Context: an optimization exercise on an open-source flow, tuned for a short achievable clock period and few clock cycles per item. The choices shown serve that exercise and are no tape-out recipe.
At most, simulation tests tie the RTL to the original design; equivalence was not proved.
The RTL of runs 1, 4 and 5 was laid out without a check of its function.
Power figures rest on the tool's default switching activity, not on a simulated workload.

### design.v
module se_crc16 (
  input  wire [15:0] c,
  input  wire [7:0]  b,
  output reg  [15:0] n
);
  integer j;
  always @(*) begin
    n = c;
    for (j = 0; j < 8; j = j + 1)
      n = {n[14:0], 1'b0} ^ ((b[j] ^ n[15]) ? 16'h8005 : 16'h0000);
  end
endmodule
module se_sfifo #(parameter W = 8, parameter D = 4) (
  input  wire         clk,
  input  wire         clr,
  input  wire         push,
  input  wire [W-1:0] din,
  input  wire         pop,
  output wire [W-1:0] head,
  output reg  [D-1:0] vld     
);
  reg  [W*D-1:0]     ev;
  wire [D:0]         vx = {1'b0, vld};
  wire [D:0]         vp = {vld, 1'b1};
  wire [W*(D+1)-1:0] ex = {din, ev};
  integer i;
  assign head = ev[W-1:0];
  always @(posedge clk) begin
    for (i = 0; i < D; i = i + 1) begin
      if (pop) begin
        if (vx[i+1]) ev[i*W +: W] <= ex[(i+1)*W +: W];
        else if (push) ev[i*W +: W] <= din;
      end else if (push && !vld[i] && vp[i]) begin
        ev[i*W +: W] <= din;
      end
      if (clr) vld[i] <= 1'b0;
      else if (pop) vld[i] <= vx[i+1] | (push & vld[i]);
      else if (push) vld[i] <= vld[i] | vp[i];
    end
  end
endmodule
module se_cfifo #(parameter W = 8, parameter AW = 2) (
  input  wire         clk,
  input  wire         clr,
  input  wire         push,
  input  wire [W-1:0] din,
  input  wire         pop,
  output wire [W-1:0] head,
  output wire         nempty,
  output wire         full
);
  localparam integer D = 1 << AW;
  reg [W*D-1:0] ev;
  reg [AW:0]    wp, rp;
  integer i;
  always @(posedge clk) begin
    for (i = 0; i < D; i = i + 1)
      if (push && wp[AW-1:0] == i) ev[i*W +: W] <= din;
    if (clr) begin
      wp <= {(AW+1){1'b0}};
      rp <= {(AW+1){1'b0}};
    end else begin
      if (push) wp <= wp + 1'b1;
      if (pop)  rp <= rp + 1'b1;
    end
  end
  assign head   = ev[rp[AW-1:0]*W +: W];
  assign nempty = (wp != rp);
  assign full   = (wp[AW-1:0] == rp[AW-1:0]) && (wp[AW] != rp[AW]);
endmodule
module se_framer (
  input  wire        clk,
  input  wire        rst,
  input  wire        cmd_valid,
  output wire        cmd_ready,
  input  wire [1:0]  cmd_op,
  input  wire [7:0]  cmd_len,
  input  wire [7:0]  cmd_opcode,
  input  wire [7:0]  cmd_p1,
  input  wire [15:0] cmd_p2,
  input  wire        in_valid,
  output wire        in_ready,
  input  wire [7:0]  in_data,
  input  wire        in_last,
  output wire        out_valid,
  input  wire        out_ready,
  output wire [7:0]  out_data,
  output wire        res_valid,
  input  wire        res_ready,
  output wire [2:0]  res_err,
  output wire [15:0] res_crc,
  output wire [4:0]  res_attempts
);
  localparam integer MAXF = 4;     
  localparam integer PQD  = 16;    
  localparam [1:0] K_CRC = 2'd0, K_SEND = 2'd1, K_RECV = 2'd2, K_NONE = 2'd3;
  reg        cr_q;
  reg  [3:0] nfl;         
  reg        rf_q;        
  wire cmd_fire = cmd_valid & cr_q;
  assign cmd_ready = cr_q;
  reg        c1_v;
  reg  [1:0] c1_kind;
  reg  [2:0] c1_err;
  reg        c1_snd;      
  reg  [7:0] c1_a;        
  reg        c1_a1;       
  reg  [7:0] c1_len, c1_L, c1_opc, c1_p1;
  reg [15:0] c1_p2;
  reg        c1_p0, c1_p1f;
  always @(posedge clk) begin
    c1_v   <= cmd_fire & ~rst;
    c1_len <= cmd_len;
    c1_L   <= cmd_len + 8'd7;
    c1_opc <= cmd_opcode;
    c1_p1  <= cmd_p1;
    c1_p2  <= cmd_p2;
    c1_p0  <= (cmd_len == 8'd0);
    c1_p1f <= (cmd_len == 8'd1);
    c1_a   <= (cmd_op == 2'd2) ? cmd_len + 8'd2 : cmd_len;
    c1_a1  <= (cmd_op != 2'd2) && (cmd_len == 8'd1);
    c1_snd <= (cmd_op == 2'd1) && (cmd_len <= 8'd248);
    case (cmd_op)
      2'd0: begin
        c1_kind <= (cmd_len == 8'd0) ? K_NONE : K_CRC;
        c1_err  <= 3'd0;
      end
      2'd1: begin
        c1_kind <= (cmd_len > 8'd248 || cmd_len == 8'd0) ? K_NONE : K_SEND;
        c1_err  <= (cmd_len > 8'd248) ? 3'd4 : 3'd0;
      end
      2'd2: begin
        c1_kind <= (cmd_len > 8'd252) ? K_NONE : K_RECV;
        c1_err  <= (cmd_len > 8'd252) ? 3'd4 : 3'd0;
      end
      default: begin
        c1_kind <= K_NONE;
        c1_err  <= 3'd5;
      end
    endcase
  end
  wire [15:0] h1, h2, h3, h4, h5;
  se_crc16 u_h1 (.c(16'h0000), .b(c1_L),        .n(h1));
  se_crc16 u_h2 (.c(h1),       .b(c1_opc),      .n(h2));
  se_crc16 u_h3 (.c(h2),       .b(c1_p1),       .n(h3));
  se_crc16 u_h4 (.c(h3),       .b(c1_p2[7:0]),  .n(h4));
  se_crc16 u_h5 (.c(h4),       .b(c1_p2[15:8]), .n(h5));
  localparam integer CQW = 2 + 3 + 1 + 8 + 1 + 16;
  wire [CQW-1:0] cq_h;
  wire cq_ne, cq_full, cq_pop;
  se_cfifo #(.W(CQW), .AW(2)) u_cq (
    .clk(clk), .clr(rst), .push(c1_v),
    .din({c1_kind, c1_err, c1_snd, c1_a, c1_a1, c1_snd ? h5 : 16'h0000}),
    .pop(cq_pop), .head(cq_h), .nempty(cq_ne), .full(cq_full)
  );
  localparam integer SQW = 8 + 8 + 8 + 8 + 16 + 2;
  wire [SQW-1:0] sq_h;
  wire sq_ne, sq_full, sq_pop;
  se_cfifo #(.W(SQW), .AW(2)) u_sq (
    .clk(clk), .clr(rst), .push(c1_v & c1_snd),
    .din({c1_len, c1_L, c1_opc, c1_p1, c1_p2, c1_p0, c1_p1f}),
    .pop(sq_pop), .head(sq_h), .nempty(sq_ne), .full(sq_full)
  );
  wire [7:0]  sqh_len = sq_h[49:42];
  wire [7:0]  sqh_L   = sq_h[41:34];
  wire [7:0]  sqh_opc = sq_h[33:26];
  wire [7:0]  sqh_p1  = sq_h[25:18];
  wire [15:0] sqh_p2  = sq_h[17:2];
  wire        sqh_p0  = sq_h[1];
  wire        sqh_p1f = sq_h[0];
  reg        ir_q;
  reg        ib_v;
  reg  [7:0] ib_d;
  reg        ib_l;
  assign in_ready = ir_q;
  always @(posedge clk) begin
    ib_d <= in_data;
    ib_l <= in_last;
    ib_v <= in_valid & ir_q & ~rst;
  end
  wire [8:0] iq_h;
  wire [3:0] iq_vld;
  wire       take;
  se_sfifo #(.W(9), .D(4)) u_iq (
    .clk(clk), .clr(rst), .push(ib_v), .din({ib_l, ib_d}),
    .pop(take), .head(iq_h), .vld(iq_vld)
  );
  wire in_room = (ib_v & ir_q)  ? ~iq_vld[1] :
                 (ib_v | ir_q)  ? ~iq_vld[2] : ~iq_vld[3];
  wire in_dem  = nfl[0] | c1_v | cmd_fire;
  always @(posedge clk)
    ir_q <= ~rst & in_room & in_dem;
  reg        nx_v;
  reg  [1:0] nx_kind;
  reg  [2:0] nx_err;
  reg        nx_snd;
  reg  [7:0] nx_a;
  reg        nx_a1;
  reg [15:0] nx_init;
  assign cq_pop = ~nx_v & cq_ne;
  reg        ip_v;
  reg  [1:0] ip_kind;
  reg  [2:0] ip_err;
  reg        ip_snd;
  reg  [7:0] ip_rem;      
  reg        ip_rem1;
  reg  [7:0] ip_k1;       
  reg  [7:0] ip_k;        
  reg [15:0] ip_init;
  reg        ip_fresh;    
  reg [15:0] crc_q;
  reg  [7:0] togo;        
  reg        t0, t1;      
  reg        first;
  reg        len_ok;
  reg        lo_ok;       
  reg  [4:0] att;
  reg        att20;
  wire       pq_full;
  wire [7:0] b  = iq_h[7:0];
  wire       bl = iq_h[8];
  wire [15:0] cbase = ip_fresh ? ip_init : crc_q;
  wire [15:0] cnext;
  se_crc16 u_crc (.c(cbase), .b(b), .n(cnext));
  wire is_recv = (ip_kind == K_RECV);
  wire is_send = (ip_kind == K_SEND);
  assign take  = ip_v & (ip_kind != K_NONE) & iq_vld[0] & ~(is_send & pq_full);
  wire done_none  = ip_v & (ip_kind == K_NONE);
  wire done_cs    = take & ~ip_kind[1] & ip_rem1;
  wire done_full  = take & is_recv & t0;
  wire done_short = take & is_recv & ~t0 & bl & att20;
  wire done       = done_none | done_cs | done_full | done_short;
  wire adv        = ~ip_v | done;
  reg        pr_v;
  reg  [2:0] pr_err;
  reg  [4:0] pr_att;
  reg        pr_snd;
  always @(posedge clk) begin
    pr_v   <= done & ~rst;
    pr_snd <= ip_snd;
    pr_att <= done_short ? 5'd21 : att + 5'd1;
    if (done_none)
      pr_err <= ip_err;
    else if (done_short)
      pr_err <= 3'd1;
    else if (done_full)
      pr_err <= !len_ok ? 3'd2 : (!lo_ok || b != crc_q[15:8]) ? 3'd3 : 3'd0;
    else
      pr_err <= 3'd0;
  end
  always @(posedge clk) begin
    if (done_none) begin
      crc_q <= ip_init;
    end else if (take & ~(is_recv & (t0 | t1))) begin
      crc_q    <= cnext;
      ip_fresh <= 1'b0;
    end
    if (take) begin
      ip_rem  <= ip_rem - 8'd1;
      ip_rem1 <= (ip_rem == 8'd2);
    end
    if (take & is_recv) begin
      if (first) len_ok <= (b == ip_k);
      first <= 1'b0;
      if (t1) lo_ok <= (b == crc_q[7:0]);
      if (~t0 & bl) begin
        att      <= att + 5'd1;
        att20    <= (att == 5'd19);
        togo     <= ip_k1;
        t0       <= 1'b0;
        t1       <= 1'b0;
        first    <= 1'b1;
        ip_fresh <= 1'b1;
      end else begin
        togo <= togo - 8'd1;
        t1   <= (togo == 8'd2);
        t0   <= t1;
      end
    end
    if (adv) begin
      ip_kind  <= nx_kind;
      ip_err   <= nx_err;
      ip_snd   <= nx_snd;
      ip_rem   <= nx_a;
      ip_rem1  <= nx_a1;
      ip_k1    <= nx_a;
      ip_k     <= nx_a + 8'd1;
      ip_init  <= nx_init;
      ip_fresh <= 1'b1;
      togo     <= nx_a;
      t0       <= 1'b0;
      t1       <= 1'b0;
      first    <= 1'b1;
      att      <= 5'd0;
      att20    <= 1'b0;
    end
    if (cq_pop) begin
      nx_kind <= cq_h[CQW-1 -: 2];
      nx_err  <= cq_h[CQW-3 -: 3];
      nx_snd  <= cq_h[CQW-6];
      nx_a    <= cq_h[CQW-7 -: 8];
      nx_a1   <= cq_h[16];
      nx_init <= cq_h[15:0];
    end
    if (rst) begin
      ip_v <= 1'b0;
      nx_v <= 1'b0;
    end else begin
      if (adv) ip_v <= nx_v;
      if (~nx_v) nx_v <= cq_ne;
      else if (adv) nx_v <= 1'b0;
    end
  end
  wire [7:0]     pq_h;
  wire [PQD-1:0] pq_vld;
  wire           pq_pop;
  assign pq_full = pq_vld[PQD-1];
  se_sfifo #(.W(8), .D(PQD)) u_pq (
    .clk(clk), .clr(rst), .push(take & is_send), .din(b),
    .pop(pq_pop), .head(pq_h), .vld(pq_vld)
  );
  wire [15:0]     sc_h;
  wire [MAXF-1:0] sc_vld;
  wire            sc_pop;
  se_sfifo #(.W(16), .D(MAXF)) u_sc (
    .clk(clk), .clr(rst), .push(pr_v & pr_snd), .din(crc_q),
    .pop(sc_pop), .head(sc_h), .vld(sc_vld)
  );
  localparam integer RQW = 3 + 16 + 5 + 1;
  wire [RQW-1:0]  rq_h;
  wire [MAXF-1:0] rq_vld;
  wire            rq_pop;
  se_sfifo #(.W(RQW), .D(MAXF)) u_rq (
    .clk(clk), .clr(rst), .push(pr_v), .din({pr_err, crc_q, pr_att, pr_snd}),
    .pop(rq_pop), .head(rq_h), .vld(rq_vld)
  );
  reg  [8:0] ph;          
  reg  [7:0] prem;        
  reg        prem1;
  reg        m_v;         
  reg  [7:0] m_d;
  reg        m_l;         
  reg        ol_q;        
  wire [7:0] obyte = ({8{ph[0]}} & 8'h03)        |
                     ({8{ph[1]}} & sqh_L)        |
                     ({8{ph[2]}} & sqh_opc)      |
                     ({8{ph[3]}} & sqh_p1)       |
                     ({8{ph[4]}} & sqh_p2[7:0])  |
                     ({8{ph[5]}} & sqh_p2[15:8]) |
                     ({8{ph[6]}} & pq_h)         |
                     ({8{ph[7]}} & sc_h[7:0])    |
                     ({8{ph[8]}} & sc_h[15:8]);
  wire oav    = sq_ne & (ph[6] ? pq_vld[0] : (ph[7] | ph[8]) ? sc_vld[0] : 1'b1);
  wire m_free = ~m_v | out_ready;
  wire o_push = m_free & oav;
  assign pq_pop = o_push & ph[6];
  assign sc_pop = o_push & ph[8];
  assign sq_pop = o_push & ph[8];
  always @(posedge clk) begin
    if (rst) begin
      ph <= 9'd1;
    end else if (o_push) begin
      ph[0] <= ph[8];
      ph[1] <= ph[0];
      ph[2] <= ph[1];
      ph[3] <= ph[2];
      ph[4] <= ph[3];
      ph[5] <= ph[4];
      ph[6] <= (ph[5] & ~sqh_p0) | (ph[6] & ~prem1);
      ph[7] <= (ph[5] & sqh_p0) | (ph[6] & prem1);
      ph[8] <= ph[7];
    end
    if (o_push) begin
      if (ph[5]) begin
        prem  <= sqh_len;
        prem1 <= sqh_p1f;
      end else begin
        prem  <= prem - 8'd1;
        prem1 <= (prem == 8'd2);
      end
    end
    m_d <= ({8{m_free}} & obyte) | ({8{~m_free}} & m_d);
    m_l <= (m_free & ph[8]) | (~m_free & m_l);
    m_v <= ~rst & ((m_free & o_push) | ~m_free);
    ol_q <= ~rst & m_v & out_ready & m_l;
  end
  assign out_valid = m_v;
  assign out_data  = m_d;
  reg  [3:0]     otok;    
  reg            r_v;
  reg [RQW-1:1]  r_d;
  wire rqh_snd = rq_h[0];
  wire r_free  = ~r_v | res_ready;
  wire r_push  = r_free & rq_vld[0] & (~rqh_snd | otok[0]);
  wire otok_dn = r_push & rqh_snd;
  assign rq_pop = r_push;
  always @(posedge clk) begin
    if (rst)
      otok <= 4'd0;
    else if (ol_q & ~otok_dn)
      otok <= {otok[2:0], 1'b1};
    else if (~ol_q & otok_dn)
      otok <= {1'b0, otok[3:1]};
    r_d <= ({(RQW-1){r_free}} & rq_h[RQW-1:1]) | ({(RQW-1){~r_free}} & r_d);
    r_v <= ~rst & ((r_free & r_push) | ~r_free);
    rf_q <= ~rst & r_v & res_ready;
  end
  assign res_valid    = r_v;
  assign res_err      = r_d[RQW-1 -: 3];
  assign res_crc      = r_d[RQW-4 -: 16];
  assign res_attempts = r_d[5:1];
  wire cr_next = (c1_v & cr_q) ? ~nfl[1] :
                 (c1_v | cr_q) ? ~nfl[2] : ~nfl[3];
  always @(posedge clk) begin
    if (rst) begin
      nfl  <= 4'd0;
      cr_q <= 1'b0;
    end else begin
      if (c1_v & ~rf_q)
        nfl <= {nfl[2:0], 1'b1};
      else if (~c1_v & rf_q)
        nfl <= {1'b0, nfl[3:1]};
      cr_q <= cr_next;
    end
  end
endmodule
### run.sh
#!/bin/bash
# synth_recipe.tcl (not shown) runs the flow's synth.tcl, then flattens the netlist and writes it again
# the make line also repeats each setting of config.mk as NAME=value (left out here)
make -C /OpenROAD-flow-scripts/flow DESIGN_CONFIG=/design/flow/config.mk WORK_HOME=/design/flow/orfs CLKGATE_MAP_FILE= SYNTH_SCRIPT=/design/flow/synth_recipe.tcl finish
### config.mk
export PLATFORM = sky130hd
export DESIGN_NAME = se_framer
export DESIGN_NICKNAME = se_framer
export VERILOG_FILES = /design/flow/design.v
export SDC_FILE = /design/flow/constraint.sdc
export NUM_CORES = 4
export LEC_CHECK = 0
export ABC_CLOCK_PERIOD_IN_PS = 1800
export CAP_MARGIN = 20
export CORE_MARGIN = 2
export CORE_UTILIZATION = 60
export PLACE_DENSITY = 0.7
export SETUP_SLACK_MARGIN = 3.0
export SLEW_MARGIN = 20
### constraint.sdc
create_clock -name core_clock -period 5.0 [get_ports {clk}]
set_input_delay 1.0000 -clock core_clock [delete_from_list [all_inputs] [get_ports {clk}]]
set_output_delay 1.0000 -clock core_clock [all_outputs]
set_load 0.01 [all_outputs]
==> impl_results.md, run 1 <==
- Hold depth: 0
- DR vias/cell: between 5 and 6
- P_sw: 4770 µW
- Initial Util: between 60% and 70%
- Non-Filler Instances: between 3000 and 4000
- Port bufs: 92
- Worst-Margin Slew: ~1.0 ns
- Area Overhead vs Synth: 25.7%
- CP Depth: 7
- Final wirelength: roughly 87000 µm
- Final nets: 2639
- Syn Area/Cell: 16.9 µm²
- Drt first pass iters: 6
- CP max stage delay: 0.51 ns
- Number of hold violations in the final report: 0
- Final setup fails: 0
- CP endpoint kind: register
- Hold crit path type: reg2reg
- CTS H-Tree Depth: 3
- Post-Syn Nets: 2305
- Sw Ratio: 24.2%
- Placer Congestion: 0.789
- Post-DP HPWL: around 48000 µm
- Fin area: about 47000 µm²
- Layout cells sized above 1: about two fifths
- Leakage: 0.0162 µW
- Clock power frac: 35.6%
- Routed Antenna Nets: 0
- Cells after Synth: between 2000 and 2500
- Flop pwr share: between 40% and 50%
- Worst endpoint data arrival time: ~3.0 ns
- Clock Path Buffers: 3
- Crit path launch type: register
- Chip width: 254 µm
- CP Max Fanout: 4
- Die ar.: 64800 µm²
- Post-Syn Area: 37600 µm²
- Worst slew margin: 32.8%
- TritonCTS clock tree: yes
- Iter 0 DRT Violations: about 1700
- Status: finished clean
- Main flop type after synthesis: edfxtp_1
- Max Slew Vio Count: 0
- DR vias: 20800
- Placed inst area: 40200 µm²
- Crit path buffers/inverters: 0
- Synth Warn #: 8
- Synth cell types: 58
- WP data required: roughly 5.5 ns
- Worst Skew: about 0.023 ns
- Worst-path cell chain: xor2_1, xnor3_4, xnor3_1, xor3_2, xnor3_2, xor2_2, nor2_2
- Core Area: 61800 µm²
- DRC violations left: 0
- DR WL/cell: 25.0 µm
- Max rail drop VDD: 312 µV
- Number of synthesized flops with an enable pin: between 700 and 800
- Hold_buf cts: 0
- Logic pwr share: about 16%
- Clock Latency Late Sink: 0.64 ns
- IO Pins: 93
- Final WS setup: 2.43 ns
- Max-cap violations: 0
- Clock root cell: clkbuf_16
- Die Height: 254 µm
- Initial antenna violation count: 0
- Achievable clock frequency: 0.390 GHz
- GR Util All Layers: 26.3%
- Vias in the first global route: approximately 21000
- First-pass GRT wire length: 127000 µm
- Crit path max-delay cell type: xnor3_4
- Min Clock Period, post-route: 2.57 ns
- Placement Setup Slack: 0.998 ns
- Seq/Total Area, Yosys: 71.6%
- Setup TNS: 0 ns
- Total power: 19700 µW
- Most common cell after layout, fill and taps aside: edfxtp_1
- CTS buffer count: 92
- Row count: between 90 and 100
- Worst-path clk slew: around 0.070 ns
- Internal: around 15000 µW
- Cell Pwr Density: 417 nW/µm²
- Global route total overflow: 0
- Flops & latches, synth: 951
- Most frequent cells in the layout: 792 x edfxtp_1, 225 x mux2_2, 123 x buf_4
- Largest net degree at the start of global routing: 53
- Ys async rst share: 0%
- Reg2reg path depth: 7
- Crit share post-route: slightly above 50%
- RSZ-0062 raised after global routing: true
- Antenna Cells: 0
- Worst setup path class: reg2reg
- Placed insts: 3073
- CTS sink cnt: approximately 950
- Crit path max-delay family: XOR/XNOR gates
Yosys cell counts, drive strengths merged (3+ instances only):
cell	count	area [µm²]
and2	18	114
a211oi	5	37.5
edfxtp	792	23800
nand2	106	398
dfxtp	159	3180
mux2	273	3070
ha	26	325
a21boi	4	30.0
o21a	7	52.6
mux2i	28	280
a21oi	85	425
a222oi	6	60.1
xor2	43	384
nor3	12	60.1
inv	34	128
nor4	5	31.3
o21ai	62	310
nand3	20	100
clkbuf	73	274
xnor2	123	1100
a22oi	36	270
a211o	3	26.3
buf	27	118
nor2b	10	62.6
nand4	18	113
a31oi	7	43.8
nand2b	6	37.5
and3	4	25.0
mux4	80	1800
xnor3	14	328
nor2	111	417
state kept, by name, summed over array words and instances, names as in the netlist, 7 cells and up, named ones only:
| register | cells |
|---|---|
| c1_p2 | 16 |
| u_pq.ev | 128 |
| ip_k | 8 |
| ip_k1 | 8 |
| u_sq.ev | 200 |
| c1_L | 8 |
| ph | 9 |
| u_rq.ev | 100 |
| prem | 8 |
| ib_d | 8 |
| u_pq.vld | 16 |
| ip_rem | 8 |
| u_iq.ev | 36 |
| ip_init | 16 |
| crc_q | 16 |
| nx_init | 16 |
| c1_a | 7 |
| togo | 8 |
| c1_p1 | 8 |
| nx_a | 8 |
| c1_len | 8 |
| u_cq.ev | 120 |
| c1_opc | 8 |
| u_sc.ev | 64 |
layout make-up:
class                           count  area (µm²)
Clock buffer                      117        2480
Fill cell                        3412       14500
Timing Repair Buffer              316        3440
Multi-Input combinational cell   1160       12500
Sequential cell                   951       27100
Inverter                           35         144
Clock inverter                     55         568
Tap cell                          837        1050
worst reg2reg max path, cell delays in order, from the launching register on:
cell and delay (ns):
dfxtp_4 0.34, xor2_1 0.17, xnor3_4 0.51, xnor3_1 0.45, xor3_2 0.32, xnor3_2 0.29, xor2_2 0.16, nor2_2 0.15
per-layer routing:
layer	vias up	GRT usage (%)	part of all wire (%)	wire length (µm)
met2	707	44.8	51	44400
met4	0	7.04	2.6	2270
met1	10700	36.1	41	35700
met3	148	3.56	5.0	4360
li1	9211	-	-	-
met5	-	0	0	0
power groups by stage:
| stage | Sequential [µW] | Clock (µW) | Combinational [µW] |
|---|---|---|---|
| finish | 9650 | 7010 | 3050 |
| global route | 9680 | 7390 | 3270 |
| CTS | 9620 | 7090 | 2740 |
| detailed placement | 9790 | 0 | 2180 |
| global placement | 9770 | 0 | 2130 |
| floorplan | 9620 | 0 | 1700 |
worst paths after layout:
path         startpoint     endpoint  slack (ns)
max            c1_p1[2]  u_cq.ev[77]        2.43
min              ip_snd       pr_snd        0.34
max reg2reg    c1_p1[2]  u_cq.ev[77]        2.43
min reg2reg      ip_snd       pr_snd        0.34
cell families (layout without fill, tap and decap cells):
| logic type | count (synthesis) | in the layout | synth area share, % |
|---|---|---|---|
| AND/OR/NAND/NOR | 324 | 342 | 3.90 |
| buffers and inverters | 135 | 523 | 1.39 |
| multiplexers | 381 | 381 | 13.7 |
| XOR/XNOR | 182 | 182 | 4.95 |
| adder cells (fa/ha/maj) | 26 | 26 | 0.864 |
| flip-flops | 951 | 951 | 71.6 |
| AO/OA/AOI/OAI | 223 | 229 | 3.56 |
through the flow:
step                      util, %  hold slack, ns
after floorplan                 -           0.323
after global placement       65.1           0.336
after detailed placement     65.1           0.330
after CTS                    74.4           0.338
after global routing         76.5           0.357
final                        76.5           0.340
what timing repair did:
| action | CTS | global route |
|---|---|---|
| endpoints found under the setup margin | 1120 | 820 |
| cloned | 28 | 13 |
| setup buffers | 139 | 46 |
| pin swaps | 73 | 62 |
| resized for setup | 432 | 169 |
==> inputs of run 2 (changes only) <==
--- a/design.v
+++ b/design.v
@@ -39,34 +39,39 @@
     end
   end
 endmodule
-module se_cfifo #(parameter W = 8, parameter AW = 2) (
+module se_ofifo #(parameter W = 8, parameter D = 4) (
   input  wire         clk,
   input  wire         clr,
   input  wire         push,
   input  wire [W-1:0] din,
   input  wire         pop,
-  output wire [W-1:0] head,
-  output wire         nempty,
-  output wire         full
+  output reg  [W-1:0] head,
+  output reg  [D-1:0] cnt     
 );
-  localparam integer D = 1 << AW;
   reg [W*D-1:0] ev;
-  reg [AW:0]    wp, rp;
+  reg [D-1:0]   wr, rd;
   integer i;
+  always @(*) begin
+    head = {W{1'b0}};
+    for (i = 0; i < D; i = i + 1)
+      head = head | ({W{rd[i]}} & ev[i*W +: W]);
+  end
   always @(posedge clk) begin
     for (i = 0; i < D; i = i + 1)
-      if (push && wp[AW-1:0] == i) ev[i*W +: W] <= din;
+      if (push && wr[i]) ev[i*W +: W] <= din;
     if (clr) begin
-      wp <= {(AW+1){1'b0}};
-      rp <= {(AW+1){1'b0}};
+      wr  <= {{(D-1){1'b0}}, 1'b1};
+      rd  <= {{(D-1){1'b0}}, 1'b1};
+      cnt <= {D{1'b0}};
     end else begin
-      if (push) wp <= wp + 1'b1;
-      if (pop)  rp <= rp + 1'b1;
+      if (push) wr <= {wr[D-2:0], wr[D-1]};
+      if (pop)  rd <= {rd[D-2:0], rd[D-1]};
+      if (push & ~pop)
+        cnt <= {cnt[D-2:0], 1'b1};
+      else if (pop & ~push)
+        cnt <= {1'b0, cnt[D-1:1]};
     end
   end
-  assign head   = ev[rp[AW-1:0]*W +: W];
-  assign nempty = (wp != rp);
-  assign full   = (wp[AW-1:0] == rp[AW-1:0]) && (wp[AW] != rp[AW]);
 endmodule
 module se_framer (
   input  wire        clk,
@@ -99,6 +104,11 @@
   reg        rf_q;        
   wire cmd_fire = cmd_valid & cr_q;
   assign cmd_ready = cr_q;
+  wire [15:0] g1, g2, g3, g4;
+  se_crc16 u_g1 (.c(16'h0000), .b(cmd_opcode),   .n(g1));
+  se_crc16 u_g2 (.c(g1),       .b(cmd_p1),       .n(g2));
+  se_crc16 u_g3 (.c(g2),       .b(cmd_p2[7:0]),  .n(g3));
+  se_crc16 u_g4 (.c(g3),       .b(cmd_p2[15:8]), .n(g4));
   reg        c1_v;
   reg  [1:0] c1_kind;
   reg  [2:0] c1_err;
@@ -108,6 +118,7 @@
   reg  [7:0] c1_len, c1_L, c1_opc, c1_p1;
   reg [15:0] c1_p2;
   reg        c1_p0, c1_p1f;
+  reg [15:0] c1_g;        
   always @(posedge clk) begin
     c1_v   <= cmd_fire & ~rst;
     c1_len <= cmd_len;
@@ -115,6 +126,7 @@
     c1_opc <= cmd_opcode;
     c1_p1  <= cmd_p1;
     c1_p2  <= cmd_p2;
+    c1_g   <= g4;
     c1_p0  <= (cmd_len == 8'd0);
     c1_p1f <= (cmd_len == 8'd1);
     c1_a   <= (cmd_op == 2'd2) ? cmd_len + 8'd2 : cmd_len;
@@ -139,27 +151,30 @@
       end
     endcase
   end
-  wire [15:0] h1, h2, h3, h4, h5;
-  se_crc16 u_h1 (.c(16'h0000), .b(c1_L),        .n(h1));
-  se_crc16 u_h2 (.c(h1),       .b(c1_opc),      .n(h2));
-  se_crc16 u_h3 (.c(h2),       .b(c1_p1),       .n(h3));
-  se_crc16 u_h4 (.c(h3),       .b(c1_p2[7:0]),  .n(h4));
-  se_crc16 u_h5 (.c(h4),       .b(c1_p2[15:8]), .n(h5));
+  wire [15:0] f1, f2, f3, f4, f5;
+  se_crc16 u_f1 (.c(16'h0000), .b(c1_L),  .n(f1));
+  se_crc16 u_f2 (.c(f1),       .b(8'h00), .n(f2));
+  se_crc16 u_f3 (.c(f2),       .b(8'h00), .n(f3));
+  se_crc16 u_f4 (.c(f3),       .b(8'h00), .n(f4));
+  se_crc16 u_f5 (.c(f4),       .b(8'h00), .n(f5));
+  wire [15:0] hcrc = f5 ^ c1_g;
   localparam integer CQW = 2 + 3 + 1 + 8 + 1 + 16;
-  wire [CQW-1:0] cq_h;
-  wire cq_ne, cq_full, cq_pop;
-  se_cfifo #(.W(CQW), .AW(2)) u_cq (
+  wire [CQW-1:0]  cq_h;
+  wire [MAXF-1:0] cq_cnt;
+  wire            cq_pop;
+  se_ofifo #(.W(CQW), .D(MAXF)) u_cq (
     .clk(clk), .clr(rst), .push(c1_v),
-    .din({c1_kind, c1_err, c1_snd, c1_a, c1_a1, c1_snd ? h5 : 16'h0000}),
-    .pop(cq_pop), .head(cq_h), .nempty(cq_ne), .full(cq_full)
+    .din({c1_kind, c1_err, c1_snd, c1_a, c1_a1, c1_snd ? hcrc : 16'h0000}),
+    .pop(cq_pop), .head(cq_h), .cnt(cq_cnt)
   );
   localparam integer SQW = 8 + 8 + 8 + 8 + 16 + 2;
-  wire [SQW-1:0] sq_h;
-  wire sq_ne, sq_full, sq_pop;
-  se_cfifo #(.W(SQW), .AW(2)) u_sq (
+  wire [SQW-1:0]  sq_h;
+  wire [MAXF-1:0] sq_cnt;
+  wire            sq_pop;
+  se_ofifo #(.W(SQW), .D(MAXF)) u_sq (
     .clk(clk), .clr(rst), .push(c1_v & c1_snd),
     .din({c1_len, c1_L, c1_opc, c1_p1, c1_p2, c1_p0, c1_p1f}),
-    .pop(sq_pop), .head(sq_h), .nempty(sq_ne), .full(sq_full)
+    .pop(sq_pop), .head(sq_h), .cnt(sq_cnt)
   );
   wire [7:0]  sqh_len = sq_h[49:42];
   wire [7:0]  sqh_L   = sq_h[41:34];
@@ -197,7 +212,7 @@
   reg  [7:0] nx_a;
   reg        nx_a1;
   reg [15:0] nx_init;
-  assign cq_pop = ~nx_v & cq_ne;
+  assign cq_pop = ~nx_v & cq_cnt[0];
   reg        ip_v;
   reg  [1:0] ip_kind;
   reg  [2:0] ip_err;
@@ -307,38 +322,38 @@
       nx_v <= 1'b0;
     end else begin
       if (adv) ip_v <= nx_v;
-      if (~nx_v) nx_v <= cq_ne;
+      if (~nx_v) nx_v <= cq_cnt[0];
       else if (adv) nx_v <= 1'b0;
     end
   end
   wire [7:0]     pq_h;
-  wire [PQD-1:0] pq_vld;
+  wire [PQD-1:0] pq_cnt;
   wire           pq_pop;
-  assign pq_full = pq_vld[PQD-1];
-  se_sfifo #(.W(8), .D(PQD)) u_pq (
+  assign pq_full = pq_cnt[PQD-1];
+  se_ofifo #(.W(8), .D(PQD)) u_pq (
     .clk(clk), .clr(rst), .push(take & is_send), .din(b),
-    .pop(pq_pop), .head(pq_h), .vld(pq_vld)
+    .pop(pq_pop), .head(pq_h), .cnt(pq_cnt)
   );
   wire [15:0]     sc_h;
-  wire [MAXF-1:0] sc_vld;
+  wire [MAXF-1:0] sc_cnt;
   wire            sc_pop;
-  se_sfifo #(.W(16), .D(MAXF)) u_sc (
+  se_ofifo #(.W(16), .D(MAXF)) u_sc (
     .clk(clk), .clr(rst), .push(pr_v & pr_snd), .din(crc_q),
-    .pop(sc_pop), .head(sc_h), .vld(sc_vld)
+    .pop(sc_pop), .head(sc_h), .cnt(sc_cnt)
   );
   localparam integer RQW = 3 + 16 + 5 + 1;
   wire [RQW-1:0]  rq_h;
-  wire [MAXF-1:0] rq_vld;
+  wire [MAXF-1:0] rq_cnt;
   wire            rq_pop;
-  se_sfifo #(.W(RQW), .D(MAXF)) u_rq (
+  se_ofifo #(.W(RQW), .D(MAXF)) u_rq (
     .clk(clk), .clr(rst), .push(pr_v), .din({pr_err, crc_q, pr_att, pr_snd}),
-    .pop(rq_pop), .head(rq_h), .vld(rq_vld)
+    .pop(rq_pop), .head(rq_h), .cnt(rq_cnt)
   );
   reg  [8:0] ph;          
   reg  [7:0] prem;        
   reg        prem1;
   reg        m_v;         
-  reg  [7:0] m_d;
+  reg  [7:0] m_d, m_dh;   
   reg        m_l;         
   reg        ol_q;        
   wire [7:0] obyte = ({8{ph[0]}} & 8'h03)        |
@@ -350,7 +365,7 @@
                      ({8{ph[6]}} & pq_h)         |
                      ({8{ph[7]}} & sc_h[7:0])    |
                      ({8{ph[8]}} & sc_h[15:8]);
-  wire oav    = sq_ne & (ph[6] ? pq_vld[0] : (ph[7] | ph[8]) ? sc_vld[0] : 1'b1);
+  wire oav    = sq_cnt[0] & (ph[6] ? pq_cnt[0] : (ph[7] | ph[8]) ? sc_cnt[0] : 1'b1);
   wire m_free = ~m_v | out_ready;
   wire o_push = m_free & oav;
   assign pq_pop = o_push & ph[6];
@@ -379,19 +394,20 @@
         prem1 <= (prem == 8'd2);
       end
     end
-    m_d <= ({8{m_free}} & obyte) | ({8{~m_free}} & m_d);
-    m_l <= (m_free & ph[8]) | (~m_free & m_l);
-    m_v <= ~rst & ((m_free & o_push) | ~m_free);
+    m_d  <= m_free ? obyte : m_dh;
+    m_dh <= m_free ? obyte : m_d;
+    m_l  <= m_free ? ph[8] : m_l;
+    m_v  <= ~rst & ((m_free & o_push) | ~m_free);
     ol_q <= ~rst & m_v & out_ready & m_l;
   end
   assign out_valid = m_v;
   assign out_data  = m_d;
   reg  [3:0]     otok;    
   reg            r_v;
-  reg [RQW-1:1]  r_d;
+  reg [RQW-1:1]  r_d, r_dh;   
   wire rqh_snd = rq_h[0];
   wire r_free  = ~r_v | res_ready;
-  wire r_push  = r_free & rq_vld[0] & (~rqh_snd | otok[0]);
+  wire r_push  = r_free & rq_cnt[0] & (~rqh_snd | otok[0]);
   wire otok_dn = r_push & rqh_snd;
   assign rq_pop = r_push;
   always @(posedge clk) begin
@@ -401,8 +417,9 @@
       otok <= {otok[2:0], 1'b1};
     else if (~ol_q & otok_dn)
       otok <= {1'b0, otok[3:1]};
-    r_d <= ({(RQW-1){r_free}} & rq_h[RQW-1:1]) | ({(RQW-1){~r_free}} & r_d);
-    r_v <= ~rst & ((r_free & r_push) | ~r_free);
+    r_d  <= r_free ? rq_h[RQW-1:1] : r_dh;
+    r_dh <= r_free ? rq_h[RQW-1:1] : r_d;
+    r_v  <= ~rst & ((r_free & r_push) | ~r_free);
     rf_q <= ~rst & r_v & res_ready;
   end
   assign res_valid    = r_v;
--- a/config.mk
+++ b/config.mk
@@ -5,7 +5,7 @@
 export SDC_FILE = /design/flow/constraint.sdc
 export NUM_CORES = 4
 export LEC_CHECK = 0
-export ABC_CLOCK_PERIOD_IN_PS = 1800
+export ABC_CLOCK_PERIOD_IN_PS = 900
 export CAP_MARGIN = 20
 export CORE_MARGIN = 2
 export CORE_UTILIZATION = 60
==> run 2 against run 1 <==
Compared with the run above: fmax rose by 15%; die area increased by 3.6%; power is 9.9% lower; register-to-register slack better by 0.34 ns; clock skew increased by 0.011 ns; routed wire length grew 7.0%; hold slack improved by 0.0086 ns; cell count grew 11%; largest power group unchanged; synthesized cell count increased by 22%; critical endpoint is now crc_q[1]; highest routed layer unchanged; synthesized area is 3.7% higher; worst setup slack better by 0.34 ns.
==> impl_results.md, run 2 <==
- Status: finished clean
- Synth cell count leaders: 760 x edfxtp_1, 299 x dfxtp_1, 266 x a22oi_1
- Initial Util: about 61%
- CP endpoint kind: register
- Worst-Margin Slew: just under 1 ns
- GR Util All Layers: 27.4%
- Clock root cell: clkbuf_16
- Non-Filler Instances: 3859
- Post-Syn Area: between 30000 and 40000 µm²
- Cell Pwr Density: 382 nW/µm²
- Most area-hungry cell type in the Yosys netlist: edfxtp_1
- WP data required: 5.40 ns
- Final wirelength: ~93000 µm
- First-pass GRT wire length: 139000 µm
- TritonCTS clock tree: yes
- Global route total overflow: 0
- Post-DP HPWL: 55000 µm
- Synth Warn #: 8
- Most common cell in the netlist: edfxtp_1
- Synth cell types: 56
- Worst slew margin: about a third
- Largest net degree at the start of global routing: 96
- Initial antenna violation count: 2
- Drt first pass iters: 8
- Hold crit path type: reg2reg
- Routed Antenna Nets: 0
- Chip width: between 200 and 300 µm
- Placed insts: 3532
- CTS H-Tree Depth: 3
- Worst Hold Margin: 0.348 ns
- Max reg flops: 200
- Top cells by area in the synthesized netlist: edfxtp_1 58%, dfxtp_1 15%, a22oi_1 5.1%
- Most common cell after layout, fill and taps aside: edfxtp_1
- Leakage: 0.0160 µW
- Placer Congestion: 0.865
- Setup TNS: 0 ns
- Achievable clock frequency: 0.450 GHz
- Vias in the first global route: 23000
- DR vias: around 23000
- Clock Latency Late Sink: 0.67 ns
- Layout cells sized above 1: 20.7%
- Ys async rst share: 0%
- Worst setup path class: reg2reg
- CP Max Fanout: 6
- Row count: 93
- Number of synthesized flops with an enable pin: 760
- Final setup fails: 0
- Worst Skew: 0.0337 ns
- Share of the synthesized area in the top cell type: 58.5%
- RSZ-0062 raised after global routing: true
- Cells after Synth: ~2700
- Placement Setup Slack: 1.15 ns
- Seq/Total Area, Yosys: 73.8%
- Min Clock Period, post-route: roughly 2.2 ns
- Number of hold violations in the final report: 0
- DR vias/cell: 6.08
- Fillers: 4040
- Max rail drop VDD: 338 µV
- Port bufs: 92
- Crit path launch type: register
- CTS buffer count: 99
- Die ar.: 67100 µm²
- IO Pins: 93
- Final core utilization: 72.2%
- Post-Syn Nets: 2782
- DRC violations left: 0
- DR WL/cell: roughly 24 µm
- Syn Area/Cell: between 10 and 15 µm²
- Final WS setup: approximately 2.8 ns
- FF/Latch Area: a little under 30000 µm²
- Most frequent cells in the layout: 760 x edfxtp_1, 252 x a22oi_1, 238 x dfxtp_1
- Largest registers: u_sq.ev: 200 flops, u_pq.ev: 128 flops, u_cq.ev: 120 flops
- Main flop type after synthesis: edfxtp_1
- Multi-input gate area: 10400 µm²
- Final nets: 2993
- Flops & latches, synth: about 1100
- Clock Path Buffers: 3
- Die Height: between 200 and 300 µm
- CTS sink cnt: between 1000 and 1500
- Worst-path clk slew: 0.06 ns
- Core Area: 64300 µm²
- Reg with most FFs: u_sq.ev
- Iter 0 DRT Violations: 2131
- Worst endpoint data arrival time: 2.62 ns
- Max-cap violations: 0
- Crit share post-route: ~44%
- Max Slew Vio Count: 0
- Area Overhead vs Synth: 19.1%
==> run 2: through the flow <==
step | cell area (µm²) | power [µW]
after global placement | 40900 | 10300
after floorplan | 39300 | 10100
after CTS | 45700 | 17800
after global routing | 46500 | 18200
final | 46500 | 17800
after detailed placement | 40900 | 10400
==> run 2: cells by family after synthesis <==
| logic type | share of synthesized area (%) |
|---|---|
| flip-flops | 73.8 |
| AO/OA/AOI/OAI | 10.9 |
| AND/OR/NAND/NOR | 6.33 |
| buffers and inverters | 1.89 |
| XOR/XNOR | 4.26 |
| multiplexers | 2.09 |
| adder cells (fa/ha/maj) | 0.673 |
==> run 2: final cells by class <==
class | instances | share of cell area (%)
timing repair inverter | 1 | 0.0646
timing repair buffer | 258 | 5.50
antenna | 2 | 0.0108
clock buffer | 143 | 6.15
sequential | 1059 | 62.2
multi-input combinational | 1455 | 22.4
inverter | 41 | 0.466
tap | 855 | 2.30
clock inverter | 45 | 0.913
==> run 2: critical path: stages, from the launching register on <==
cell and delay, ns:
dfxtp_4 0.45, buf_6 0.12, mux2i_1 0.20, xor2_1 0.29, xnor2_2 0.18, xnor3_2 0.34
xnor2_1 0.14, mux2_2 0.25
==> run 2: power breakdown <==
| part | total, µW | internal (µW) | switching [µW] |
|---|---|---|---|
| Clock | 7500 | 4340 | 3160 |
| Combinational | 676 | 322 | 354 |
| Sequential | 9570 | 9480 | 96.8 |
==> run 2: final timing paths <==
path | depth (start not counted) | startpoint | to | slack [ns]
worst min register to register | 0 | ip_snd | pr_snd | 0.35
worst max-delay path | 7 | ip_fresh | crc_q[1] | 2.78
worst min-delay path | 0 | ip_snd | pr_snd | 0.35
worst max register to register | 7 | ip_fresh | crc_q[1] | 2.78
==> run 2: routing by layer <==
metal  GRT usage (%)  wire length [µm]
met5               0                 0
met4            10.4              3360
met3            3.69              6070
met2            45.2             46000
met1            37.5             37300
==> run 2: timing repair <==
action                     CTS  global route
pin swaps                   40            45
gates cloned                 8             2
setup endpoints to repair  562           391
setup buffers               89            38
gates resized for setup    438           137
hold buffers                 0             0
Testbench counts of run 2, summed over its fixed seeds: cycles 38,999, items 40,905.
==> inputs of run 3 (changes only) <==
--- a/config.mk
+++ b/config.mk
@@ -5,7 +5,7 @@
 export SDC_FILE = /design/flow/constraint.sdc
 export NUM_CORES = 4
 export LEC_CHECK = 0
-export ABC_CLOCK_PERIOD_IN_PS = 900
+export ABC_CLOCK_PERIOD_IN_PS = 1800
 export CAP_MARGIN = 20
 export CORE_MARGIN = 2
 export CORE_UTILIZATION = 60
==> run 3 against run 2 <==
Compared with the run above: first-iteration DRC count stayed put; clock skew unchanged; worst setup slack stayed put; register-to-register slack about the same; die area did not move; fmax is the same; critical endpoint unchanged; utilization did not move.
==> impl_results.md, run 3 <==
- Worst endpoint data arrival time: 2.62 ns
- WP data required: 5.40 ns
- CP max stage delay: roughly 0.45 ns
- Seq/Total Area, Yosys: between 70% and 80%
- Post-Syn Area: 39000 µm²
- RR Endpoint: crc_q[1]
- Number of synthesized flops with an enable pin: between 700 and 800
- CTS sink cnt: 1059
- Reg with most FFs: u_sq.ev
- P_sw: 3610 µW
- DR vias/cell: about 6.1
- Cells after Synth: 2704
- Setup crit end: crc_q[1]
- Layout cells sized above 1: 20.7%
- Cell Pwr Density: 382 nW/µm²
- DR WL/cell: ~24 µm
- Worst slew margin: between 30 and 40%
- Global route total overflow: 0
- Min Clock Period, post-route: 2.22 ns
- Final nets: around 3000
- CP Max Fanout: 6
- Flop pwr share: 53.9%
- Largest net degree at the start of global routing: 96
- Crit share post-route: 44.5%
- Max rail drop VDD: 338 µV
- Ys async rst share: 0%
- Achievable clock frequency: 0.450 GHz
- TritonCTS clock tree: yes
- Placer Congestion: 0.865
- Max reg flops: 200
- Post-DP HPWL: 55000 µm
- Worst-path clk slew: approximately 0.06 ns
- RSZ-0062 raised after global routing: true
- Vias in the first global route: approximately 23000
- Post-Syn Nets: 2782
- Flops & latches, synth: around 1100
- CTS buffer count: 99
- Worst setup path class: reg2reg
- Largest registers: u_sq.ev: 200 flops, u_pq.ev: 128 flops, u_cq.ev: 120 flops
- Most area-hungry cell type in the Yosys netlist: edfxtp_1
- R2r startpoint: ip_fresh
- Fin area: 46500 µm²
- Syn Area/Cell: 14.4 µm²
- Worst Hold Launch: ip_snd
- Initial antenna violation count: 2
- CP Depth: 7
- DRC violations left: 0
- Reg2reg setup slack: 2.78 ns
- Row count: 93
- Crit path launch type: register
- Critical path startpoint: ip_fresh
- Clock power frac: 42.3%
- Clock Latency Late Sink: between 0.6 and 0.7 ns
- Area Overhead vs Synth: 19.1%
- Most common cell after layout, fill and taps aside: edfxtp_1
- Crit path max-delay family: XOR/XNOR gates
- Hold_buf cts: 0
- Placement Setup Slack: 1.15 ns
- Final wirelength: between 90000 and 100000 µm
- Drt first pass iters: 8
- Reg2reg path depth: 7
- Logic pwr share: approximately 3.8%
- CTS H-Tree Depth: 3
- Main flop type after synthesis: edfxtp_1
- Internal: 14100 µW
- Synth cell types: 56
- Status: finished clean
- Die ar.: 67100 µm²
- Worst Skew: approximately 0.034 ns
- Setup TNS: 0 ns
- Most common cell in the netlist: edfxtp_1
- Iter 0 DRT Violations: roughly 2100
- Placed inst area: between 40000 and 50000 µm²
- GR Util All Layers: 27.4%
- First-pass GRT wire length: about 140000 µm
- Routed Antenna Nets: 0
- Crit path buffers/inverters: 1
- Final WS setup: 2.78 ns
- Number of hold violations in the final report: 0
- IO Pins: 93
- Max Slew Vio Count: 0
- Sw Ratio: 20.3%
- Worst-path cell chain: buf_6, mux2i_1, xor2_1, xnor2_2, xnor3_2, xnor2_1, mux2_2
- Max-cap violations: 0
- Crit path max-delay cell type: dfxtp_4
- Core Area: 64300 µm²
- Leakage: 0.0160 µW
- Clock root cell: clkbuf_16
- Final core utilization: 72.2%
- Top cells by area in the synthesized netlist: edfxtp_1 58%, dfxtp_1 15%, a22oi_1 5.1%
- FF/Latch Area: approximately 29000 µm²
- CP endpoint kind: register
- Final setup fails: 0
- Synth Warn #: 8
- DR vias: 23500
- Synth cell count leaders: 760 x edfxtp_1, 299 x dfxtp_1, 266 x a22oi_1
- Port bufs: 92
- Die Height: 259 µm
- Most frequent cells in the layout: 760 x edfxtp_1, 252 x a22oi_1, 238 x dfxtp_1
- Clock Path Buffers: 3
- Initial Util: 60.6%
- Hold crit path type: reg2reg
- Multi-input gate area: 10400 µm²
- Worst-Margin Slew: roughly 0.98 ns
- Share of the synthesized area in the top cell type: 58.5%
- Worst Hold Margin: between 0.3 and 0.4 ns
- Chip width: 259 µm
- Fillers: 4040
-- run 3: cell counts after synthesis --
Identical to the previous run, type by type.
-- run 3: kinds of logic after synthesis --
| family | synth area share [%] |
|---|---|
| compound gates | 10.9 |
| buf+inv | 1.89 |
| flops | 73.8 |
| fa+ha+maj | 0.673 |
| simple gates | 6.33 |
| mux | 2.09 |
| xor+xnor | 4.26 |
-- run 3: what timing repair did --
| action | CTS | global route |
|---|---|---|
| pin swaps | 40 | 45 |
| buffers inserted | 89 | 38 |
| setup endpoints to repair | 562 | 391 |
| gates resized for setup | 438 | 137 |
| endpoints found under the hold margin | 0 | 0 |
| cloned | 8 | 2 |
-- run 3: area by class of cell --
class	count	area share [%]
Timing Repair Buffer	258	5.50
Sequential cell	1059	62.2
Multi-Input combinational cell	1455	22.4
Antenna cell	2	0.0108
Timing Repair inverter	1	0.0646
Tap cell	855	2.30
Clock buffer	143	6.15
Inverter	41	0.466
Clock inverter	45	0.913
-- run 3: worst min path at each step --
stage | slack, ns | end | cells after the start
after floorplan | 0.32 | pr_snd | 0
after global placement | 0.34 | pr_snd | 0
after detailed placement | 0.33 | pr_snd | 0
after CTS | 0.33 | pr_snd | 0
after global routing | 0.36 | pr_snd | 0
final | 0.35 | pr_snd | 0
-- run 3: layer usage --
layer,routed length (µm),global-route usage [%]
met1,37300,37.5
met2,46000,45.2
met3,6070,3.69
met4,3360,10.4
met5,0,0
-- run 3: per-stage QoR --
stage | std cells | total power [µW]
floorplan | 2704 | 10100
global placement | 3532 | 10300
detailed placement | 3532 | 10400
CTS | 3817 | 17800
global route | 3857 | 18200
finish | 3859 | 17800
-- run 3: power by group through the flow --
stage,clock [µW],sequential [µW],combinational (µW)
6_report,7500,9570,676
5_1_grt,7920,9580,720
4_1_cts,7570,9570,641
3_5_place_dp,0,9770,595
3_3_place_gp,0,9760,586
2_1_floorplan,0,9720,396
==> inputs of run 4 (changes only) <==
--- a/design.v
+++ b/design.v
@@ -221,9 +221,7 @@
   reg        ip_rem1;
   reg  [7:0] ip_k1;       
   reg  [7:0] ip_k;        
-  reg [15:0] ip_init;
-  reg        ip_fresh;    
-  reg [15:0] crc_q;
+  reg [15:0] crc_q, crc_h;   
   reg  [7:0] togo;        
   reg        t0, t1;      
   reg        first;
@@ -234,9 +232,8 @@
   wire       pq_full;
   wire [7:0] b  = iq_h[7:0];
   wire       bl = iq_h[8];
-  wire [15:0] cbase = ip_fresh ? ip_init : crc_q;
   wire [15:0] cnext;
-  se_crc16 u_crc (.c(cbase), .b(b), .n(cnext));
+  se_crc16 u_crc (.c(crc_q), .b(b), .n(cnext));
   wire is_recv = (ip_kind == K_RECV);
   wire is_send = (ip_kind == K_SEND);
   assign take  = ip_v & (ip_kind != K_NONE) & iq_vld[0] & ~(is_send & pq_full);
@@ -250,26 +247,26 @@
   reg  [2:0] pr_err;
   reg  [4:0] pr_att;
   reg        pr_snd;
+  reg [15:0] pr_crc;
+  wire restart = take & is_recv & ~t0 & bl;
+  wire c_init  = adv | restart;
+  wire c_step  = take & ~(is_recv & (t0 | t1));
+  wire [15:0] c_new = c_init ? (nx_init & {16{adv}}) : cnext;
   always @(posedge clk) begin
     pr_v   <= done & ~rst;
     pr_snd <= ip_snd;
-    pr_att <= done_short ? 5'd21 : att + 5'd1;
-    if (done_none)
+    pr_att <= (is_recv & ~t0) ? 5'd21 : att + 5'd1;
+    pr_crc <= ip_kind[1] ? crc_q : cnext;
+    if (ip_kind == K_NONE)
       pr_err <= ip_err;
-    else if (done_short)
-      pr_err <= 3'd1;
-    else if (done_full)
-      pr_err <= !len_ok ? 3'd2 : (!lo_ok || b != crc_q[15:8]) ? 3'd3 : 3'd0;
+    else if (is_recv)
+      pr_err <= ~t0 ? 3'd1 : !len_ok ? 3'd2 : (!lo_ok || b != crc_q[15:8]) ? 3'd3 : 3'd0;
     else
       pr_err <= 3'd0;
   end
   always @(posedge clk) begin
-    if (done_none) begin
-      crc_q <= ip_init;
-    end else if (take & ~(is_recv & (t0 | t1))) begin
-      crc_q    <= cnext;
-      ip_fresh <= 1'b0;
-    end
+    crc_q <= (c_init | c_step) ? c_new : crc_h;
+    crc_h <= (c_init | c_step) ? c_new : crc_q;
     if (take) begin
       ip_rem  <= ip_rem - 8'd1;
       ip_rem1 <= (ip_rem == 8'd2);
@@ -285,7 +282,6 @@
         t0       <= 1'b0;
         t1       <= 1'b0;
         first    <= 1'b1;
-        ip_fresh <= 1'b1;
       end else begin
         togo <= togo - 8'd1;
         t1   <= (togo == 8'd2);
@@ -300,8 +296,6 @@
       ip_rem1  <= nx_a1;
       ip_k1    <= nx_a;
       ip_k     <= nx_a + 8'd1;
-      ip_init  <= nx_init;
-      ip_fresh <= 1'b1;
       togo     <= nx_a;
       t0       <= 1'b0;
       t1       <= 1'b0;
@@ -338,7 +332,7 @@
   wire [MAXF-1:0] sc_cnt;
   wire            sc_pop;
   se_ofifo #(.W(16), .D(MAXF)) u_sc (
-    .clk(clk), .clr(rst), .push(pr_v & pr_snd), .din(crc_q),
+    .clk(clk), .clr(rst), .push(pr_v & pr_snd), .din(pr_crc),
     .pop(sc_pop), .head(sc_h), .cnt(sc_cnt)
   );
   localparam integer RQW = 3 + 16 + 5 + 1;
@@ -346,7 +340,7 @@
   wire [MAXF-1:0] rq_cnt;
   wire            rq_pop;
   se_ofifo #(.W(RQW), .D(MAXF)) u_rq (
-    .clk(clk), .clr(rst), .push(pr_v), .din({pr_err, crc_q, pr_att, pr_snd}),
+    .clk(clk), .clr(rst), .push(pr_v), .din({pr_err, pr_crc, pr_att, pr_snd}),
     .pop(rq_pop), .head(rq_h), .cnt(rq_cnt)
   );
   reg  [8:0] ph;          
==> run 4 against run 3 <==
Compared with the run above: still clean; hold slack better by 0.013 ns; clock-buffer cell count grew 5; synthesized area up 0.63%; clock power increased by 6.4%.
==> impl_results.md, run 4 <==
- Worst Hold Launch: ip_snd
- Vias in the first global route: 23700
- Crit share post-route: 44.3%
- DR vias: ~24000
- DR vias/cell: 6.10
- Clock Latency Late Sink: 0.66 ns
- Final wirelength: 95700 µm
- Max rail drop VDD: 457 µV
- CTS buffer count: 103
- Syn Area/Cell: 14.3 µm²
- Chip width: 260 µm
- Synth cell count leaders: 728 x edfxtp_1, 346 x dfxtp_1, 266 x a22oi_1
- CP Max Fanout: 3
- GR Util All Layers: around 28%
- Top cells by area in the synthesized netlist: edfxtp_1 56%, dfxtp_1 18%, a22oi_1 5.1%
- Port bufs: 92
- CTS sink cnt: 1074
- Seq/Total Area, Yosys: 73.3%
- WP data required: ~5.6 ns
- Main flop type after synthesis: edfxtp_1
- Die Height: 260 µm
- Reg with most FFs: u_sq.ev
- Most common cell after layout, fill and taps aside: edfxtp_1
- Hold_buf cts: 0
- Leakage: 0.0165 µW
- Grt met1 use: 38.2%
- Initial antenna violation count: 3
- Placed inst area: 41200 µm²
- Hold crit path type: reg2reg
- Post-DP HPWL: 55400 µm
- Post-Syn Nets: approximately 2800
- Most common cell in the netlist: edfxtp_1
- Achievable clock frequency: about 0.45 GHz
- Total power: 18500 µW
- Worst endpoint data arrival time: roughly 2.8 ns
- Most frequent cells in the layout: 728 x edfxtp_1, 284 x dfxtp_1, 245 x a22oi_1
- Worst slew margin: between 30 and 40%
- Synth cell types: 54
- CP endpoint kind: register
- Routed Antenna Nets: 0
- DR WL/cell: 24.4 µm
- Fillers: 3978
- Final setup fails: 0
- Max-cap violations: 0
- RR Endpoint: crc_h[15]
- Final nets: 3058
- Min Clock Period, post-route: 2.21 ns
- Met2 usage: between 40% and 50%
- Largest registers: u_sq.ev: 200 flops, u_pq.ev: 128 flops, u_cq.ev: 120 flops
- Final WS setup: 2.79 ns
- Crit path launch type: register
- Gr busiest metal: met2
- Status: finished clean
- Clock Path Buffers: 3
- Placer Congestion: 0.841
- Setup TNS: 0 ns
- Cell Pwr Density: roughly 390 nW/µm²
- Hold depth: 0
- Largest net degree at the start of global routing: 92
- Placement Setup Slack: 1.27 ns
- Worst setup path class: reg2reg
- Number of synthesized flops with an enable pin: 728
- Area Overhead vs Synth: 20.4%
- First-pass GRT wire length: 142000 µm
- Worst Skew: 0.0270 ns
- Iter 0 DRT Violations: 2364
- CTS H-Tree Depth: 3
- Initial Util: 60.8%
- Most area-hungry cell type in the Yosys netlist: edfxtp_1
- Layout cells sized above 1: between 20 and 25%
- RSZ-0062 raised after global routing: true
- Reg2reg setup slack: 2.79 ns
- Clock root cell: clkbuf_16
- Worst-path clk slew: 0.06 ns
- Global route total overflow: 0
- Drt first pass iters: 6
- IO Pins: 93
- Cells after Synth: 2755
- Met3 Track Usage GR: 5.06%
- R2r startpoint: u_iq.ev[5]
- Share of the synthesized area in the top cell type: 55.7%
- Post-Syn Area: 39300 µm²
- Number of hold violations in the final report: 0
- Die ar.: 67500 µm²
- Row count: 93
- Antenna Cells: 0
- Fin area: 47300 µm²
- Flops & latches, synth: 1074
- Worst-Margin Slew: about 0.9 ns
- Synth Warn #: 8
- Core Area: 64600 µm²
- TritonCTS clock tree: yes
- Worst Hold Endpoint: pr_snd
- Final core utilization: approximately three quarters
- DRC violations left: 0
- Ys async rst share: 0%
- Max Slew Vio Count: 0
- Max reg flops: 200
- Reg2reg path depth: 6
[run 4: power breakdown]
| group | internal [µW] | switching (µW) | leakage, µW |
|---|---|---|---|
| clock network | 4720 | 3260 | 0.00174 |
| logic | 390 | 415 | 0.00525 |
| registers | 9590 | 113 | 0.00952 |
| total | 14700 | 3780 | 0.0165 |
[run 4: worst max-delay path, stage by stage, from the launching register on]
cell and delay [ns]:
edfxtp_1 0.48, xor2_2 0.21, xnor2_2 0.23, xnor3_2 0.54, xor3_1 0.27, o311ai_4 0.27, o21a_1 0.17
[run 4: cell type report]
class                   count  area [µm²]  area share [%]
clock buffers             148        2990            6.31
repair inverters            2        25.0          0.0529
repair buffers            269        2710            5.73
multi-input cells        1486       10800            22.9
inverters                  44         224           0.474
clock inverters            46         534            1.13
well taps                 855        1070            2.26
flip-flops and latches   1074       28900            61.1
[run 4: cell families after synthesis]
family                     count (synthesis)  share of synthesized area, %
AOI/OAI and AO/OA                        649                          11.7
xor gates and xnor gates                 178                          4.15
adders and majority gates                 21                         0.669
buffers and inverters                    200                          1.91
DFF                                     1074                          73.3
muxes                                     74                          2.01
and+or+nand+nor                          559                          6.28
[run 4: worst max-delay path by stage]
stage,to,startpoint,slack [ns],cells past startpoint
6_report,crc_h[15],u_iq.ev[5],2.79,6
3_5_place_dp,u_pq.cnt[6],out_ready,1.27,10
3_3_place_gp,u_pq.cnt[0],out_ready,1.39,10
4_1_cts,c1_g[15],cmd_p2[13],2.79,7
2_1_floorplan,u_pq.cnt[11],out_ready,2.30,14
5_1_grt,crc_h[15],u_iq.ev[2],2.74,7
[run 4: stage by stage]
step / hold slack, ns / instances
floorplan: 0.323 / 2755
global placement: 0.337 / 3583
detailed placement: 0.343 / 3583
CTS: 0.342 / 3885
global route: 0.362 / 3924
finish: 0.361 / 3924
[run 4: repair_timing]
action | CTS | global route
gates cloned | 13 | 3
resized for setup | 517 | 114
pin swaps | 55 | 61
buffers inserted | 95 | 36
endpoints found under the setup margin | 588 | 373
[run 4: layer usage]
metal,wire [µm],share of wire (%)
met1,39100,41
met2,46600,49
met3,6700,7.0
met4,3310,3.5
met5,13,0.014
==> inputs of run 5 (changes only) <==
--- a/config.mk
+++ b/config.mk
@@ -5,10 +5,11 @@
 export SDC_FILE = /design/flow/constraint.sdc
 export NUM_CORES = 4
 export LEC_CHECK = 0
-export ABC_CLOCK_PERIOD_IN_PS = 1800
 export CAP_MARGIN = 20
 export CORE_MARGIN = 2
 export CORE_UTILIZATION = 60
+export CTS_CLUSTER_DIAMETER = 100
+export CTS_CLUSTER_SIZE = 24
 export PLACE_DENSITY = 0.7
 export SETUP_SLACK_MARGIN = 3.0
 export SLEW_MARGIN = 20
==> run 5 against run 4 <==
Compared with the run above: sequential share of layout area increased by 2.6 points; final area fell by 4.0%; non-clock buffer count up 15; critical endpoint is now u_rq.cnt[1]; die area unchanged; fmax rose by 0.85%; still clean on timing, DRC and antenna; synthesized cell count unchanged; clock skew down 0.0022 ns; via count shrank 1.7%; clock-buffer cell count shrank 58; clock power fell by 43%.
==> impl_results.md, run 5 <==
- Core Area: 64600 µm²
- CTS sink cnt: 1074
- Placed inst area: 41200 µm²
- Seq/Total Area, Yosys: 73.3%
- Number of synthesized flops with an enable pin: 728
- Synth cell types: 54
- Max reg flops: 200
- Worst-Margin Slew: roughly 1.0 ns
- Most area-hungry cell type in the Yosys netlist: edfxtp_1
- Most common cell after layout, fill and taps aside: edfxtp_1
- Port bufs: 92
- CP endpoint kind: register
- First-pass GRT wire length: between 100000 and 150000 µm
- R2r startpoint: u_rq.rd[0]
- Crit share post-route: a little over two fifths
- Synth cell count leaders: 728 x edfxtp_1, 346 x dfxtp_1, 266 x a22oi_1
- RR Endpoint: u_rq.cnt[1]
- Ys async rst share: 0%
- Hold depth: 0
- Max Slew Vio Count: 0
- Syn Area/Cell: 14.3 µm²
- Chip width: 260 µm
- P_sw: 3150 µW
- Worst-path clk slew: ~0.1 ns
- Worst endpoint data arrival time: roughly 2.7 ns
- Post-DP HPWL: 55400 µm
- Clock Path Buffers: 3
- Global route total overflow: 0
- Sw Ratio: 20.9%
- Initial Util: 60.8%
- Largest net degree at the start of global routing: between 90 and 100
- Placer Congestion: 0.841
- Initial antenna violation count: 2
- Min Clock Period, post-route: about 2.2 ns
- Critical path startpoint: u_rq.rd[0]
- RSZ-0062 raised after global routing: true
- Achievable clock frequency: 0.456 GHz
- Main flop type after synthesis: edfxtp_1
- Internal: roughly 12000 µW
- Flop pwr share: 64.2%
- Row count: 93
- Fin area: 45400 µm²
- Flops & latches, synth: between 1000 and 1500
- Final nets: 3020
- Final core utilization: 70.3%
- WP data required: 5.49 ns
- Antenna Cells: 0
- Logic pwr share: between 5 and 6%
- DR WL/cell: 24.4 µm
- Iter 0 DRT Violations: around 2300
- Fillers: 4244
- Cell Pwr Density: 332 nW/µm²
- CTS buffer count: 50
- Final WS setup: 2.81 ns
- Vias in the first global route: 22800
- Largest registers: u_sq.ev: 200 flops, u_pq.ev: 128 flops, u_cq.ev: 120 flops
- Leakage: roughly 0.016 µW
- DR vias: 23500
- Area Overhead vs Synth: 15.6%
- Placement Setup Slack: 1.27 ns
- Die Height: 260 µm
- Clock power frac: 30.4%
- Status: finished clean
- Final wirelength: just over 90000 µm
- Max rail drop VDD: 294 µV
- FF/Latch Area: 28900 µm²
- Reg2reg path depth: 12
- Most common cell in the netlist: edfxtp_1
- Share of the synthesized area in the top cell type: ~56%
- Post-Syn Nets: 2833
- Number of hold violations in the final report: 0
- Hold crit path type: reg2reg
- IO Pins: 93
- Layout cells sized above 1: 19.6%
- Worst Hold Launch: ip_snd
- Worst Hold Margin: roughly 0.36 ns
- Die ar.: 67500 µm²
- TritonCTS clock tree: yes
- Worst slew margin: 30.8%
- Clock root cell: clkbuf_16
- CP Max Fanout: 4
- Worst Hold Endpoint: pr_snd
- Most frequent cells in the layout: 728 x edfxtp_1, 281 x dfxtp_1, 234 x a22oi_1
- Reg with most FFs: u_sq.ev
- Multi-input gate area: roughly 11000 µm²
- Reg2reg setup slack: around 2.8 ns
- Synth Warn #: 8
- Setup TNS: 0 ns
- Drt first pass iters: 6
- DRC violations left: 0
- Worst setup path class: reg2reg
- Clock Latency Late Sink: approximately 0.65 ns
- Top cells by area in the synthesized netlist: edfxtp_1 56%, dfxtp_1 18%, a22oi_1 5.1%
- Final setup fails: 0
- Cells after Synth: 2755
- DR vias/cell: 6.13
- CTS H-Tree Depth: 2
- Max-cap violations: 0
- GR Util All Layers: roughly 27%
- Routed Antenna Nets: 0
- Post-Syn Area: ~39000 µm²
- Worst Skew: 0.0247 ns
- Crit path launch type: register
[run 5: worst max path at each step]
stage / end / cells after the start
3_5_place_dp: u_pq.cnt[6] / 10
2_1_floorplan: u_pq.cnt[11] / 14
6_report: u_rq.cnt[1] / 12
4_1_cts: c1_g[15] / 7
3_3_place_gp: u_pq.cnt[0] / 10
5_1_grt: otok[1] / 11
[run 5: worst max-delay path, stage by stage (launching register included)]
cell and delay (ns):
dfxtp_4 0.36, buf_12 0.12, a22o_1 0.23, a221oi_4 0.30, o21ai_2 0.11, nor2b_2 0.17, buf_6 0.13, inv_4 0.03
ha_4 0.17, mux2i_1 0.14, nor2_1 0.07, a21oi_1 0.14, nor2_1 0.05
[run 5: metrics by stage]
step / power [µW] / std cells
after CTS: 15100 / 3776
after global routing: 15500 / 3838
after detailed placement: 10500 / 3583
after global placement: 10500 / 3583
after floorplan: 10300 / 2755
final: 15100 / 3838
[run 5: cell type report]
| class | count | share of cell area, % |
|---|---|---|
| clock buffers | 90 | 3.13 |
| clock inverters | 3 | 0.0909 |
| inverters | 44 | 0.485 |
| multi-input cells | 1486 | 23.9 |
| flip-flops and latches | 1074 | 63.7 |
| well taps | 855 | 2.36 |
| repair buffers | 284 | 6.30 |
| repair inverters | 2 | 0.0496 |
[run 5: metal layers]
metal	up-vias	GRT usage, %	share of wire (%)
met4	4	7.14	2.7
met5	-	0	0.024
met3	168	3.60	7.0
met2	957	45.4	49
li1	10600	-	-
met1	11800	38.1	41
[run 5: kinds of logic (layout without fill, tap and decap cells)]
logic type / count (synthesis) / count (layout) / share of synthesized area, %
adder cells (fa/ha/maj): 21 / 21 / 0.669
AO/OA/AOI/OAI: 649 / 649 / 11.7
AND/OR/NAND/NOR: 559 / 564 / 6.28
XOR/XNOR: 178 / 178 / 4.15
multiplexers: 74 / 74 / 2.01
flip-flops: 1074 / 1074 / 73.3
buffers and inverters: 200 / 423 / 1.91
[run 5: timing repair]
action                                  in CTS  in global routing
pin swaps                                   55                 59
endpoints found under the setup margin     587                373
gates cloned                                13                  7
hold buffers                                 0                  0
setup buffers                               87                 55
resized for setup                          511                124
[run 5: power groups by stage]
stage,Combinational [µW],Clock [µW],Sequential [µW]
finish,812,4580,9680
global route,855,4940,9700
CTS,778,4630,9680
detailed placement,646,0,9890
global placement,637,0,9880
floorplan,410,0,9840

## separate check: timing with driven ports
The flow's constraints put no driver on any port. The routed layouts listed below were extracted and timed again, unchanged, in two steps. Step 1: set_driving_cell puts a clkbuf_16 on clk and a buf_2 on each other input, an assumption about the parent block. Step 2 adds t to the input delays and takes it off the output delays; t is the mean of the earliest and latest rising clock arrival at the registers after step 1. Input paths then give back, and output paths get back, about the clock's delay inside the block. Slacks: ideal ports / drivers / drivers and shift; pairs: ideal ports / drivers.
run | shift t [ns] | slack for setup (ns) | worst setup path after step 2 | cell pins on the clock port's net
run 1 | 0.696 | 2.435 / 2.435 / 2.063 | input to register | 1
run 2 | 0.712 | 2.777 / 2.777 / 2.308 | input to register | 1
run 3 | 0.712 | 2.777 / 2.777 / 2.308 | input to register | 1
run 4 | 0.708 | 2.787 / 2.787 / 2.169 | input to register | 1
run 5 | 0.696 | 2.805 / 2.805 / 2.203 | input to register | 1
After both steps every run listed still meets setup and hold. For run 4, which loses most, drivers alone change the setup slack by 0.000 ns; drivers and shift together by -0.618 ns.
